From an optimization exercise on the open Yosys and OpenROAD flow, aimed at small area; shortcuts taken in it are not production practice.
In this exercise RTL edits were held to simulation tests only and were not proved equivalent to the original.
No driver is modelled on the clock port, so clocking that relies on it looks cheaper here than on a real chip.
Power is estimated from default activity; no workload was simulated.

==> flow/design.v <==
module servoscale (
    input  wire        clk,
    input  wire        rst,
    input  wire        ppm_in,
    output wire        ppm_out,
    output wire [1:0]  ind,
    output wire        rear_en,
    output wire [15:0] raw_us,
    output wire        raw_strobe
);
    localparam [2:0] S_IDLE  = 3'b000;
    localparam [2:0] S_FWDL  = 3'b001;
    localparam [2:0] S_BRAKE = 3'b010;
    localparam [2:0] S_REV   = 3'b011;
    localparam [2:0] S_STOP  = 3'b100;
    localparam [2:0] S_FWDF  = 3'b101;
    localparam [2:0] S_CENT  = 3'b110;
    localparam [2:0] P_ALIGN = 3'd0;
    localparam [2:0] P_WAIT  = 3'd1;
    localparam [2:0] P_MEAS  = 3'd2;
    localparam [2:0] P_C1    = 3'd3;
    localparam [2:0] P_PRE   = 3'd4;
    localparam [2:0] P_DIV   = 3'd5;
    localparam [2:0] P_FIN   = 3'd6;
    localparam [2:0] P_EMIT  = 3'd7;
    reg  [2:0]  ph;
    reg  [14:0] A;
    reg  [14:0] K;
    reg  [13:0] R;
    reg  [3:0]  pc;
    reg  [3:0]  r;
    reg  [2:0]  S;
    reg  [1:0]  Dw;
    reg  [4:0]  B;
    assign ppm_out    = (ph == P_EMIT);
    assign raw_strobe = (ph == P_C1);
    assign raw_us     = {2'b00, R};
    assign ind        = {S[2] & S[1], S[0] & ~S[2]};
    assign rear_en    = S[1] & ~S[2];
    wire cent  = (S == S_CENT);
    wire fwd   = S[0] & ~S[1];
    wire sdone = (S == S_IDLE);          
    wire tick  = (pc == 4'd9);
    function automatic uge(input [14:0] x, input [14:0] c);    
        integer i;
        reg g;
        begin
            g = 1'b1;
            for (i = 0; i < 15; i = i + 1)
                g = c[i] ? (x[i] & g) : (x[i] | g);
            uge = g;
        end
    endfunction
    localparam [14:0] C1500 = 15'd1500;    
    reg         sK, sC1, sC2, sH, dec, cin;
    wire [14:0] Y   = ({15{sK}} & K) | ({15{sC1}} & C1500) | ({15{sC2}} & ~C1500)
                    | {sH, 14'd0} | {15{dec}};
    wire [15:0] cy;
    wire [14:0] sum;
    assign cy[0] = cin;
    genvar gi;
    generate
        for (gi = 0; gi < 15; gi = gi + 1) begin : g_add
            assign sum[gi]  = A[gi] ^ Y[gi] ^ cy[gi];
            assign cy[gi+1] = (A[gi] & Y[gi]) | (cy[gi] & (A[gi] ^ Y[gi]));
        end
    endgenerate
    wire        co  = cy[15];
    wire sneg  = sum[14] & sum[13];
    wire neg   = sneg | ~uge(sum, 15'd1461);    
    wire pos   = ~sneg & uge(sum, 15'd1540);    
    wire full  = ~sneg & uge(sum, 15'd1800);    
    wire mid   = ~neg & ~pos;
    wire dwell = &Dw;                        
    wire plaus = ~uge({1'b0, R}, 15'd3001);   
    wire avail = (B < 5'd15);
    wire       s_ir   = (S == S_IDLE) | (S == S_REV);
    wire       s_fs   = fwd | (S == S_STOP);
    wire [2:0] N      = pos ? S_FWDL :
                        neg ? (s_ir ? S_REV : S_BRAKE) :
                        dwell ? (s_fs ? S_STOP : S_IDLE) :
                        (fwd ? S_FWDL : S);
    wire       n_fwd  = (N == S_FWDL);
    wire       change = n_fwd ? ~fwd : (N != S);
    wire [2:0] S_new  = (n_fwd & full & avail) ? S_FWDF : N;
    wire       divide = (S_new == S_FWDL) | (S_new == S_REV);
    wire       sg = A[14];
    wire       b  = A[13] ^ sg;
    reg        qb;
    reg  [3:0] rn;
    always @(*) begin
        if (sdone) begin                       
            qb = (r >= 4'd5);
            rn = {(qb ? r[2:0] - 3'd5 : r[2:0]), b};
        end else if (S[1]) begin               
            qb = r[1] | (r[0] & b);
            rn = {2'b00, qb ? (r[1] ? {b, ~b} : 2'b00) : {r[0], b}};
        end else begin                         
            qb = r[2] | (r[1] & (r[0] | b));
            case ({r[2:0], b})
                4'b0000: rn = 4'd0;  4'b0001: rn = 4'd1;
                4'b0010: rn = 4'd2;  4'b0011: rn = 4'd3;
                4'b0100: rn = 4'd4;  4'b0101: rn = 4'd0;
                4'b0110: rn = 4'd1;  4'b0111: rn = 4'd2;
                4'b1000: rn = 4'd3;  4'b1001: rn = 4'd4;
                default: rn = 4'd0;
            endcase
        end
    end
    reg        ld, selR, sh, wrK;
    reg [2:0]  ph_n;
    reg [3:0]  pc_n;
    always @(*) begin
        sK = 1'b0; sC1 = 1'b0; sC2 = 1'b0; sH = 1'b0; dec = 1'b0; cin = 1'b0;
        ld = 1'b0; selR = 1'b0; sh = 1'b0; wrK = 1'b0;
        ph_n = ph;
        pc_n = pc + 4'd1;
        case (ph)
            P_ALIGN: begin
                ld   = 1'b1;
                pc_n = 4'd0;
                if (!ppm_in) ph_n = P_WAIT;
            end
            P_WAIT: begin
                if (ppm_in) ph_n = P_MEAS;
                else        pc_n = 4'd0;
            end
            P_MEAS: begin
                if (ppm_in) begin
                    cin = tick;
                    if (tick) pc_n = 4'd0;
                end else begin
                    ph_n = P_C1;
                end
            end
            P_C1: begin
                sK   = 1'b1;
                pc_n = 4'd0;
                if (cent) begin
                    ld = 1'b1;
                    if (plaus && B >= 5'd20) begin
                        ph_n = P_PRE;
                    end else begin
                        selR = 1'b1;
                        wrK  = plaus && B >= 5'd10;
                        ph_n = P_EMIT;
                    end
                end else begin
                    ph_n = divide ? P_PRE : P_EMIT;
                end
            end
            P_PRE: begin
                pc_n = 4'd0;
                if (sdone) begin
                    sK  = 1'b1;
                end else begin
                    sC2 = 1'b1;
                    cin = ~(A[14] & A[13]) & uge(A, 15'd1500);    
                end
                ph_n = P_DIV;
            end
            P_DIV: begin
                sh = 1'b1;
                if (pc == 4'd14 || (sdone && pc == 4'd13)) ph_n = P_FIN;
            end
            P_FIN: begin
                pc_n = 4'd0;
                if (sdone) begin
                    sH   = 1'b1;
                    cin  = ~sg | (r == 4'd9);
                    wrK  = 1'b1;
                    ld   = 1'b1;
                    selR = 1'b1;
                end else begin
                    sC1 = 1'b1;
                    cin = sg;
                end
                ph_n = P_EMIT;
            end
            default: begin   
                dec = tick;
                if (tick) begin
                    pc_n = 4'd0;
                    if (!co) ph_n = P_ALIGN;
                end
            end
        endcase
    end
    wire [14:0] ldval = {1'b0, R} & {15{selR}};
    always @(posedge clk) begin
        pc <= pc_n;
        r  <= (ph == P_DIV) ? rn : 4'd0;
        if (ld)      A <= ldval;
        else if (sh) A <= {sg, A[12:0], qb ^ sg ^ sdone};
        else         A <= sum;
        if (rst) begin
            ph <= P_ALIGN;
            K  <= -15'sd15000;
            R  <= 14'd0;
            S  <= S_CENT;
            Dw <= 2'd0;
            B  <= 5'd0;
        end else begin
            ph <= ph_n;
            if (wrK) K <= sum;
            if (ph == P_MEAS && !ppm_in) R <= A[13:0];
            if (ph == P_C1) begin
                if (cent) begin
                    if (!plaus) begin
                        if (B == 5'd0) B <= 5'd1;
                    end else if (B >= 5'd20) begin
                        S  <= S_IDLE;
                        B  <= 5'd0;
                        Dw <= 2'd0;
                    end else begin
                        B <= B + 5'd1;
                    end
                end else begin
                    S <= S_new;
                    if (change)      Dw <= 2'd0;
                    else if (!dwell) Dw <= Dw + 2'd1;
                    if (n_fwd) B <= (B >= 5'd14) ? 5'd30 : B + 5'd1;
                    else if (B != 5'd0) B <= B - 5'd1;
                end
            end
        end
    end
endmodule
==> flow/config.mk <==
export PLATFORM = sky130hd
export DESIGN_NAME = servoscale
export DESIGN_NICKNAME = servoscale
export VERILOG_FILES = /design/flow/design.v
export SDC_FILE = /design/flow/constraint.sdc
export NUM_CORES = 4
export LEC_CHECK = 0
export CAP_MARGIN = 20
export CORE_MARGIN = 2
export CORE_UTILIZATION = 65
export PLACE_DENSITY = 0.8
export SLEW_MARGIN = 20
==> flow/constraint.sdc <==
create_clock -name core_clock -period 100.0 [get_ports {clk}]
set_input_delay 20.0000 -clock core_clock [delete_from_list [all_inputs] [get_ports {clk}]]
set_output_delay 20.0000 -clock core_clock [all_outputs]
set_load 0.01 [all_outputs]
standard.sh (not shown) runs the stock make flow with config.mk's settings and CLKGATE_MAP_FILE= SYNTH_SCRIPT=/design/flow/synth_recipe.tcl, a recipe that flattens the netlist after the stock synthesis.
==> flow/flow/run.sh <==
#!/bin/bash
# Layout flow: the standard ORFS flow (standard.sh) with three changes.
#  1. After the standard synthesis, its combinational logic is re-mapped for
#     area by ABC (flow/reopt.sh); registers, full adders and tie cells are
#     kept exactly as the standard synthesis made them.
#  2. Port buffers use the smallest buffer cell (buf_1).
#  3. The clock tree is a single level of four clkbuf_8 cells, one per
#     quadrant of the clock sinks (flow/cts_hook.tcl), instead of TritonCTS's
#     H-tree; the rest of ORFS's CTS step (placement legalisation, timing
#     repair) runs as usual.
# Each tool's output goes to a log file of its own in this folder.
set -euo pipefail
W=$(pwd)
RES=$W/orfs/results/sky130hd/servoscale/base
export BUFFER_PORTS_ARGS="-buffer_cell sky130_fd_sc_hd__buf_1"
export PRE_CTS_TCL=$W/flow/cts_hook.tcl
export CTS_CLOCK_NET=clk CTS_GX=2 CTS_GY=2 CTS_LEAF_BUF=sky130_fd_sc_hd__clkbuf_8
export CTS_ARGS="-clk_nets clk -buf_list sky130_fd_sc_hd__clkbuf_8 -root_buf sky130_fd_sc_hd__clkbuf_8 -dont_use_dummy_load"
bash standard.sh synth > log_1_synth.log 2>&1
cp $RES/1_2_yosys.v $W/synth_standard.v
bash flow/reopt.sh $W/synth_standard.v $W/synth_reopt.v ${FLOW_TOP:-servoscale} $W/log_2_reopt > $W/log_2_reopt.log 2>&1
cp $W/synth_reopt.v $RES/1_2_yosys.v
rm -f $RES/1_synth.odb $RES/1_synth.sdc
bash standard.sh finish > log_3_finish.log 2>&1
==> flow/flow/reopt.sh <==
#!/bin/bash
# usage: reopt.sh in.v out.v top logprefix
# Re-maps the standard synthesis's combinational logic for area with ABC
# (reopt.ys.in, abc_area.scr), keeping every register, full adder and tie
# cell instance as it is. ABC's deep synthesis is randomised, so each round
# runs it with four seeds in parallel; the second round starts from the
# smallest result of the first, and the smallest result overall is kept.
set -euo pipefail
here=$(cd "$(dirname "$0")" && pwd)
in=$1; out=$2; top=$3; log=$4
FH=${FLOW_HOME:-/OpenROAD-flow-scripts/flow}
LIB=$FH/platforms/sky130hd/lib/sky130_fd_sc_hd__tt_025C_1v80.lib
YOSYS=$FH/../tools/install/yosys/bin/yosys
DU=$(grep -o 'sky130_fd_sc_hd__lpflow[a-z0-9_]*\|sky130_fd_sc_hd__probe[a-z0-9_]*' $FH/platforms/sky130hd/config.mk | sort -u | sed 's/^/-dont_use /' | tr '\n' ' ')
KEEP=$(grep -o 'sky130_fd_sc_hd__[a-z0-9_]*' $in | sort -u | grep -E 'df|fa_|conb' | sed 's/^/setattr -mod -set keep_hierarchy 1 /')
d=$(dirname $log)
best=""; bestA=""
src=$in
for round in 1 2; do
  for k in 1 2 3 4; do
    S=$(( (round - 1) * 4 + k ))
    sed "s/@SEED@/$S/" $here/abc_area.scr > $d/abc_area_$S.scr
    sed -e "s|@LIB@|$LIB|g" -e "s|@IN@|$src|" -e "s|@OUT@|${out%.v}_$S.v|" -e "s|@TOP@|$top|g" \
        -e "s|@DONTUSE@|$DU|" -e "s|@SCRIPT@|$d/abc_area_$S.scr|" $here/reopt.ys.in \
      | awk -v k="$KEEP" '{ if ($0=="@KEEP@") print k; else print }' > $d/reopt_$S.ys
    $YOSYS -s $d/reopt_$S.ys > ${log}_$S.log 2>&1 &
  done
  wait
  for k in 1 2 3 4; do
    S=$(( (round - 1) * 4 + k ))
    a=$(grep "Chip area for module '\\\\$top'" ${log}_$S.log | tail -1 | awk '{print $NF}')
    echo "round $round seed $S: area $a"
    if [ -n "$a" ] && { [ -z "$bestA" ] || awk "BEGIN{exit !($a < $bestA)}"; }; then best=$S; bestA=$a; fi
  done
  src=${out%.v}_$best.v
done
echo "kept seed $best (area $bestA)"
cp ${out%.v}_$best.v $out
Other scripts of this flow, unchanged in this note and not shown: flow/flow/abc_area.scr, flow/flow/cts_hook.tcl, flow/flow/reopt.ys.in
The baseline completed without violations.
Rerun with:
==> flow/flow/reopt.sh (replaced) <==
#!/bin/bash
# usage: reopt.sh in.v out.v top logprefix
# Re-maps the standard synthesis's combinational logic for area with ABC
# (reopt.ys.in, abc_area.scr), keeping every register, full adder and tie
# cell instance as it is. ABC's deep synthesis is randomised, so it is run
# with four seeds in parallel and the smallest result is kept.
set -euo pipefail
here=$(cd "$(dirname "$0")" && pwd)
in=$1; out=$2; top=$3; log=$4
FH=${FLOW_HOME:-/OpenROAD-flow-scripts/flow}
LIB=$FH/platforms/sky130hd/lib/sky130_fd_sc_hd__tt_025C_1v80.lib
YOSYS=$FH/../tools/install/yosys/bin/yosys
DU=$(grep -o 'sky130_fd_sc_hd__lpflow[a-z0-9_]*\|sky130_fd_sc_hd__probe[a-z0-9_]*' $FH/platforms/sky130hd/config.mk | sort -u | sed 's/^/-dont_use /' | tr '\n' ' ')
KEEP=$(grep -o 'sky130_fd_sc_hd__[a-z0-9_]*' $in | sort -u | grep -E 'df|fa_|conb' | sed 's/^/setattr -mod -set keep_hierarchy 1 /')
d=$(dirname $log)
for S in 1 2 3 4; do
  sed "s/@SEED@/$S/" $here/abc_area.scr > $d/abc_area_$S.scr
  sed -e "s|@LIB@|$LIB|g" -e "s|@IN@|$in|" -e "s|@OUT@|${out%.v}_$S.v|" -e "s|@TOP@|$top|g" \
      -e "s|@DONTUSE@|$DU|" -e "s|@SCRIPT@|$d/abc_area_$S.scr|" $here/reopt.ys.in \
    | awk -v k="$KEEP" '{ if ($0=="@KEEP@") print k; else print }' > $d/reopt_$S.ys
  $YOSYS -s $d/reopt_$S.ys > ${log}_$S.log 2>&1 &
done
wait
best=""; bestA=""
for S in 1 2 3 4; do
  a=$(grep "Chip area for module '\\\\$top'" ${log}_$S.log | tail -1 | awk '{print $NF}')
  echo "seed $S: area $a"
  if [ -n "$a" ] && { [ -z "$bestA" ] || awk "BEGIN{exit !($a < $bestA)}"; }; then best=$S; bestA=$a; fi
done
echo "kept seed $best (area $bestA)"
cp ${out%.v}_$best.v $out
--- a/flow/config.mk
+++ b/flow/config.mk
@@ -9,4 +9,4 @@
 export CORE_MARGIN = 2
-export CORE_UTILIZATION = 65
-export PLACE_DENSITY = 0.8
+export CORE_UTILIZATION = 80
+export PLACE_DENSITY = 0.9
 export SLEW_MARGIN = 20
Global-route usage is higher by 9.0 points; synthesized area is higher slightly; sequential share of layout area hardly moves; setup slack degrades by 1100 ps; design area is about the same; routed wire length is higher by a few percent; total power is higher slightly.

[port drivers added, routing unchanged]
How much do the figures lean on ideal ports? The routed layouts below were timed once more, with nothing changed but the port constraints.
Step 1 sets driving cells, clkbuf_16 on the clock port and buf_2 on the other inputs (assumed; they add their load-dependent delay and slew).
Step 2, shift: input delay + t, output delay - t, t = (earliest + latest rising clock arrival at the registers) / 2. This alone moves slack from input paths to output paths.
Slacks: ideal / step 1 / step 2; pairs: ideal / step 1.
| run | shift t [ns] | setup WS [ns] | worst data-port slew with drivers (ns) |
|---|---|---|---|
| the first run | 0.222 | 71.374 / 71.414 / 71.193 | 0.03 |
| the second run | 0.214 | 70.258 / 70.295 / 70.080 | 0.03 |
After both steps every run listed still meets setup and hold. For the first run, which loses most, drivers alone change the setup slack by +0.040 ns; drivers and shift together by -0.181 ns.
